Context: an optimization exercise on an open-source flow, tuned for small area, a short achievable clock period and few clock cycles. The choices shown serve that exercise and are no tape-out recipe.
Only simulation tests tie the RTL to the original design; equivalence was not proved.

## main
// fm_demod
module fm_demod (
    input  wire        clk,
    input  wire        rst,
    input  wire        cfg_valid,
    output wire        cfg_ready,
    input  wire [15:0] cfg_d,
    input  wire [15:0] cfg_alpha,
    input  wire        in_valid,
    output wire        in_ready,
    input  wire [7:0]  in_i,
    input  wire [7:0]  in_q,
    output reg         out_valid,
    output reg  [15:0] out_pcm
);
==> flow/config.mk <==
export PLATFORM = sky130hd
export DESIGN_NAME = fm_demod
export DESIGN_NICKNAME = fm_demod
export VERILOG_FILES = /design/flow/design.v
export SDC_FILE = /design/flow/constraint.sdc
export NUM_CORES = 4
export LEC_CHECK = 0
export CAP_MARGIN = 20
export CORE_MARGIN = 2
export CORE_UTILIZATION = 40
export CTS_CLUSTER_DIAMETER = 100
export CTS_CLUSTER_SIZE = 20
export SLEW_MARGIN = 20
==> flow/constraint.sdc <==
create_clock -name core_clock -period 12.0 [get_ports {clk}]
set_input_delay 2.4000 -clock core_clock [delete_from_list [all_inputs] [get_ports {clk}]]
set_output_delay 2.4000 -clock core_clock [all_outputs]
set_load 0.01 [all_outputs]
standard.sh (not shown) runs the stock make flow with config.mk's settings and CLKGATE_MAP_FILE= SYNTH_SCRIPT=/design/flow/synth_recipe.tcl, a recipe that flattens the netlist after the stock synthesis.
==> flow/flow/run.sh <==
#!/bin/bash
# The standard layout (the standard.sh: standard synthesis, floorplan,
# placement, CTS, routing), with ORFS's repair_timing asked to keep 8 ns of
# setup slack at the 12 ns clock, so that it sizes and buffers the paths down
# towards a 4 ns period instead of stopping once the 12 ns clock is met.
set -euo pipefail
export SETUP_SLACK_MARGIN=8
bash standard.sh finish > standard_make.log 2>&1
test -s out/final.def
Testbench counts of main, summed over its fixed seeds: cycles 40,880.
Edits applied to the flow inputs when going from main to the feature branch:
--- a/flow/design.v
+++ b/flow/design.v
@@ -7,18 +7,18 @@
     input  wire [15:0] cfg_alpha,
     input  wire        in_valid,
     output wire        in_ready,
     input  wire [7:0]  in_i,
     input  wire [7:0]  in_q,
     output reg         out_valid,
     output reg  [15:0] out_pcm
 );
-    localparam [15:0] REGMASK = 16'b1111111111111110;
-    localparam integer NSTG = 15;       
+    localparam [15:0] REGMASK = 16'b0111111111111110;
+    localparam integer NSTG = 14;       
     localparam integer DCYC = 8;        
     localparam integer FB   = 2;        
     localparam integer FCYC = 9;        
     localparam integer WGAP = (DCYC + 1 > FCYC + 1) ? DCYC + 1 : FCYC + 1;
     localparam integer PIPE = 5 + NSTG;             
     localparam integer BUSY = PIPE + 3;    
     localparam integer BCW  = (BUSY < 32) ? 5 : (BUSY < 64) ? 6 : 7;
     reg [15:0] alpha_c;     
@@ -433,42 +433,49 @@
     end
     reg signed [23:0] yprev;
     reg signed [25:0] facc;
     reg signed [24:0] fdiff;
     reg [15:0]        fco;
     reg [3:0]         fcnt;
     reg               fdone, ovld;
     wire signed [15:0] avg = dneg ? -$signed({1'b0, dquo[14:0]}) : $signed({1'b0, dquo[14:0]});
+    reg signed [15:0] avgr;
+    reg               fld;
+    always @(posedge clk) begin
+        avgr <= avg;
+        if (rst) fld <= 1'b0;
+        else     fld <= ddone;
+    end
     reg                fnew;
     wire        yb0  = dnew;
     wire [26:0] ybse = yb0 ? 27'd0 : {{3{yprev[23]}}, yprev};
     wire [26:0] yadd = (fdone & !dnew) ? {facc[25], facc} : 27'd0;
-    wire [26:0] diff27 = {{3{avg[15]}}, avg, 8'd0} - ybse - yadd;
+    wire [26:0] diff27 = {{3{avgr[15]}}, avgr, 8'd0} - ybse - yadd;
     wire signed [24:0] diffc = diff27[24:0];
     reg  [26:0] ppr;
     wire [26:0] d27  = {{2{fdiff[24]}}, fdiff};
     wire [26:0] ppc  = (fco[0] ? d27 : 27'd0) + (fco[1] ? {d27[25:0], 1'b0} : 27'd0);
     wire [27:0] fsum = {{2{facc[25]}}, facc} + {ppr[26], ppr};
     always @(posedge clk) begin
         if (rst) begin
             fcnt  <= 4'd0;
             fdone <= 1'b0;
         end else begin
             fdone <= (fcnt == 4'd1);
-            if (ddone)
+            if (fld)
                 fcnt <= FCYC;
             else if (fcnt != 4'd0)
                 fcnt <= fcnt - 4'd1;
         end
-        if (ddone) begin
+        if (fld) begin
             fdiff <= diffc;
             fnew  <= dnew;
         end
-        if (ddone)
+        if (fld)
             fco <= dal;
         else
             fco <= fco >> FB;
         if (fcnt == FCYC)
             facc <= {fdiff[24], fdiff};
         else
             facc <= fsum[27:2];
         ppr <= ppc;
Notes after the runs:
[the feature branch vs main] standard-cell row count: lower in the feature branch. The feature branch against main; gate count of the mapped netlist is down slightly. main and the feature branch ended up with nearly the same worst-skew pair later-pin latency. Compared with main, in the feature branch number of cells traversed by the worst register-to-register path shows an increase of 2; maximum number of pins on one net before global-route repair shows an increase of 25%; routability congestion estimate shows an increase of about 0.6%; post-route minimum period shows a reduction of 140 ps; number of maximum-capacitance violations shows no meaningful change.
Testbench counts of the feature branch, summed over its fixed seeds: cycles 40,833.

========
run G:
fm_demod, a different RTL version from the one above (not shown whole).
For scale: roughly 1,300 flip-flops, ~71 I/O pins, ~0.085 mm2 of cells after synthesis.
Settings: LEC_CHECK=0, CAP_MARGIN=20, CORE_MARGIN=2, CORE_UTILIZATION=40, CTS_CLUSTER_DIAMETER=100, CTS_CLUSTER_SIZE=20, SLEW_MARGIN=20; clock period 12.0 ns.
Scripts as last shown in full above: flow/flow/run.sh
Testbench counts of run G, summed over its fixed seeds: cycles 40,888.
Changes in run P relative to run G:
--- a/flow/design.v
+++ b/flow/design.v
@@ -6,20 +6,20 @@
     input  wire [15:0] cfg_d,
     input  wire [15:0] cfg_alpha,
     input  wire        in_valid,
     output wire        in_ready,
     input  wire [7:0]  in_i,
     input  wire [7:0]  in_q,
     output reg         out_valid,
     output reg  [15:0] out_pcm
 );
-    localparam [15:0] REGMASK = 16'b1111111111111110;
-    localparam integer NSTG = 15;       
+    localparam [15:0] REGMASK = 16'b0111111111111110;
+    localparam integer NSTG = 14;       
     localparam integer DCYC = 8;        
     localparam integer FB   = 2;        
     localparam integer FCYC = 9;        
     localparam integer WGAP = (DCYC + 1 > FCYC + 1) ? DCYC + 1 : FCYC + 1;
     localparam integer PIPE = 5 + NSTG;             
     localparam integer BUSY = PIPE + 3;    
     localparam integer BCW  = (BUSY < 32) ? 5 : (BUSY < 64) ? 6 : 7;
     reg [15:0] alpha_c;     
     reg [15:0] dv;          
@@ -432,51 +432,44 @@
         end
     end
     reg signed [23:0] yprev;
     reg signed [25:0] facc;
     reg signed [24:0] fdiff;
     reg [15:0]        fco;
     reg [3:0]         fcnt;
     reg               fdone, ovld;
     wire signed [15:0] avg = dneg ? -$signed({1'b0, dquo[14:0]}) : $signed({1'b0, dquo[14:0]});
-    reg signed [15:0] avgr;
-    reg               fld;
-    always @(posedge clk) begin
-        avgr <= avg;
-        if (rst) fld <= 1'b0;
-        else     fld <= ddone;
-    end
     reg                fnew;
     wire        yb0  = dnew;
     wire [26:0] ybse = yb0 ? 27'd0 : {{3{yprev[23]}}, yprev};
     wire [26:0] yadd = (fdone & !dnew) ? {facc[25], facc} : 27'd0;
-    wire [26:0] diff27 = {{3{avgr[15]}}, avgr, 8'd0} - ybse - yadd;
+    wire [26:0] diff27 = {{3{avg[15]}}, avg, 8'd0} - ybse - yadd;
     wire signed [24:0] diffc = diff27[24:0];
     reg  [26:0] ppr;
     wire [26:0] d27  = {{2{fdiff[24]}}, fdiff};
     wire [26:0] ppc  = (fco[0] ? d27 : 27'd0) + (fco[1] ? {d27[25:0], 1'b0} : 27'd0);
     wire [27:0] fsum = {{2{facc[25]}}, facc} + {ppr[26], ppr};
     always @(posedge clk) begin
         if (rst) begin
             fcnt  <= 4'd0;
             fdone <= 1'b0;
         end else begin
             fdone <= (fcnt == 4'd1);
-            if (fld)
+            if (ddone)
                 fcnt <= FCYC;
             else if (fcnt != 4'd0)
                 fcnt <= fcnt - 4'd1;
         end
-        if (fld) begin
+        if (ddone) begin
             fdiff <= diffc;
             fnew  <= dnew;
         end
-        if (fld)
+        if (ddone)
             fco <= dal;
         else
             fco <= fco >> FB;
         if (fcnt == FCYC)
             facc <= {fdiff[24], fdiff};
         else
             facc <= fsum[27:2];
         ppr <= ppc;
     end
[summary]
Launch point of the worst path: dnew -> run G, fdone -> run P. Critical path depth delta for run P relative to run G: 1 higher. Run P ends up with a clock buffer count in the final layout that is 4.8% lower than in run G. Changes observed in run P relative to run G: routed wire length has decreased, detailed-route vias per instance has decreased, post-cts gate resize count has increased. Synthesized area, run P vs run G: down by a few percent. Global-route wire length before repair down 2.0% in run P wrt run G. Run G vs run P, capture point of the critical path: fdiff[24] vs fdiff[23]. Run P was carried through to the last stage, and its layout satisfied the timing, design-rule and antenna checks. Run P ends up with higher worst path arrival time than run G does.
Testbench counts of run P, summed over its fixed seeds: cycles 40,825.

========
== run 1 ==
fm_demod, a different RTL version from the one above (not shown whole).
Size in the first run: roughly 9300 cells after synthesis, roughly 1400 flip-flops, about 87000 um^2 of cells after synthesis.
clock: 12.0 ns
lec_check: 0
cap_margin: 20
core_margin: 2
core_utilization: 40
slew_margin: 20
Scripts as last shown in full above: flow/flow/run.sh
Testbench counts of run 1, summed over its fixed seeds: cycles 40,880.
Inputs modified between run 1 and run 2:
--- a/flow/design.v
+++ b/flow/design.v
@@ -425,23 +425,25 @@
         else if (cfg1)
             ypend <= 1'b1;
         else if (dstart)
             ypend <= 1'b0;
         if (dstart) begin
             ddv  <= dv;
             dd3  <= d3;
             dal  <= alpha_c;
             dnew <= ypend;
             dneg <= sum[31];
+        end
+        if (dstart) begin
             drem <= mag[NQ+15:NQ];
             dquo <= mag[NQ-1:0];
-        end else if (dcnt != 4'd0) begin
+        end else begin
             drem <= nrem;
             dquo <= nquo;
         end
     end
     reg signed [23:0] yprev;
     reg signed [25:0] facc;
     reg signed [24:0] fdiff;
     reg [15:0]        fco;
     reg [3:0]         fcnt;
     reg               fdone, ovld;
@@ -462,29 +464,31 @@
             fdone <= 1'b0;
         end else begin
             fdone <= (fcnt == 4'd1);
             if (ddone)
                 fcnt <= FCYC;
             else if (fcnt != 4'd0)
                 fcnt <= fcnt - 4'd1;
         end
         if (ddone) begin
             fdiff <= diffc;
-            facc  <= {diffc[24], diffc};
-            fco   <= dal;
             fnew  <= dnew;
-        end else if (fcnt != 4'd0) begin
-            if (fcnt != FCYC)
-                facc <= fsum[27:2];
-            ppr <= ppc;
-            fco <= fco >> FB;
         end
+        if (ddone)
+            fco <= dal;
+        else
+            fco <= fco >> FB;
+        if (fcnt == FCYC)
+            facc <= {fdiff[24], fdiff};
+        else
+            facc <= fsum[27:2];
+        ppr <= ppc;
     end
     reg  [25:0] w;
     wire [30:0] yr = {yprev, 7'd0} + ~{{5{w[25]}}, w} + 31'd1;
     wire [16:0] yq = yr[30:14];
     wire [15:0] pcm = (yq[16] != yq[15]) ? (yq[16] ? 16'h8000 : 16'h7fff) : yq[15:0];
     reg         ovld2;
     always @(posedge clk) begin
         if (rst)
             yprev <= 24'sd0;
         else if (fcnt == 4'd4 && fnew)
Findings:
Run 2 finished all stages; the layout is clean. Taking run 1 as the reference, in run 2 number of non-filler instances in the completed layout essentially unchanged, first-pass GRT wire length decreased 5.9%. From run 1 to run 2 the numbers moved as follows: post-synthesis instance total now sits at about the same level, number of cells on the worst hold path shows no meaningful change, part of the Yosys area used for sequential elements now smaller, summed area of non-filler cells in the final layout has decreased. Final HPWL from detailed placement: lower on run 2. Summary of run 2 over run 1: synthesized area divided by synthesized cell count went down.
Testbench counts of run 2, summed over its fixed seeds: cycles 40,880.

what the ideal ports hide:
No port has a modelled driver above. Below, the same layouts with a new extraction and two added sets of constraints. Step 1, drivers: a clkbuf_16 drives clk and a buf_2 each remaining input, both assumed. Step 2 moves the port delays by t, midway between the first and last clock arrival at a register: inputs arrive t later, outputs are due t later. That takes back most of the time a late clock gives input paths. Slacks: ideal / step 1 / step 2; pairs: ideal / step 1.
run | t (ns) | setup WS [ns] | worst register clock-pin slew, ns
main | 0.784 | 7.949 / 7.949 / 7.609 | 0.10 / 0.10
the feature branch | 0.788 | 8.094 / 8.094 / 7.449 | 0.10 / 0.10
run G | 0.788 | 8.122 / 8.102 / 7.500 | 0.10 / 0.10
run P | 0.762 | 7.923 / 7.923 / 7.598 | 0.10 / 0.10
run 1 | 0.891 | 7.935 / 7.935 / 7.426 | 0.07 / 0.07
run 2 | 0.863 | 8.064 / 8.031 / 7.456 | 0.07 / 0.07
After both steps every run listed still meets setup and hold. The setup slack of the feature branch, which loses most, moves by 0.000 ns with the drivers and by -0.645 ns with both steps.
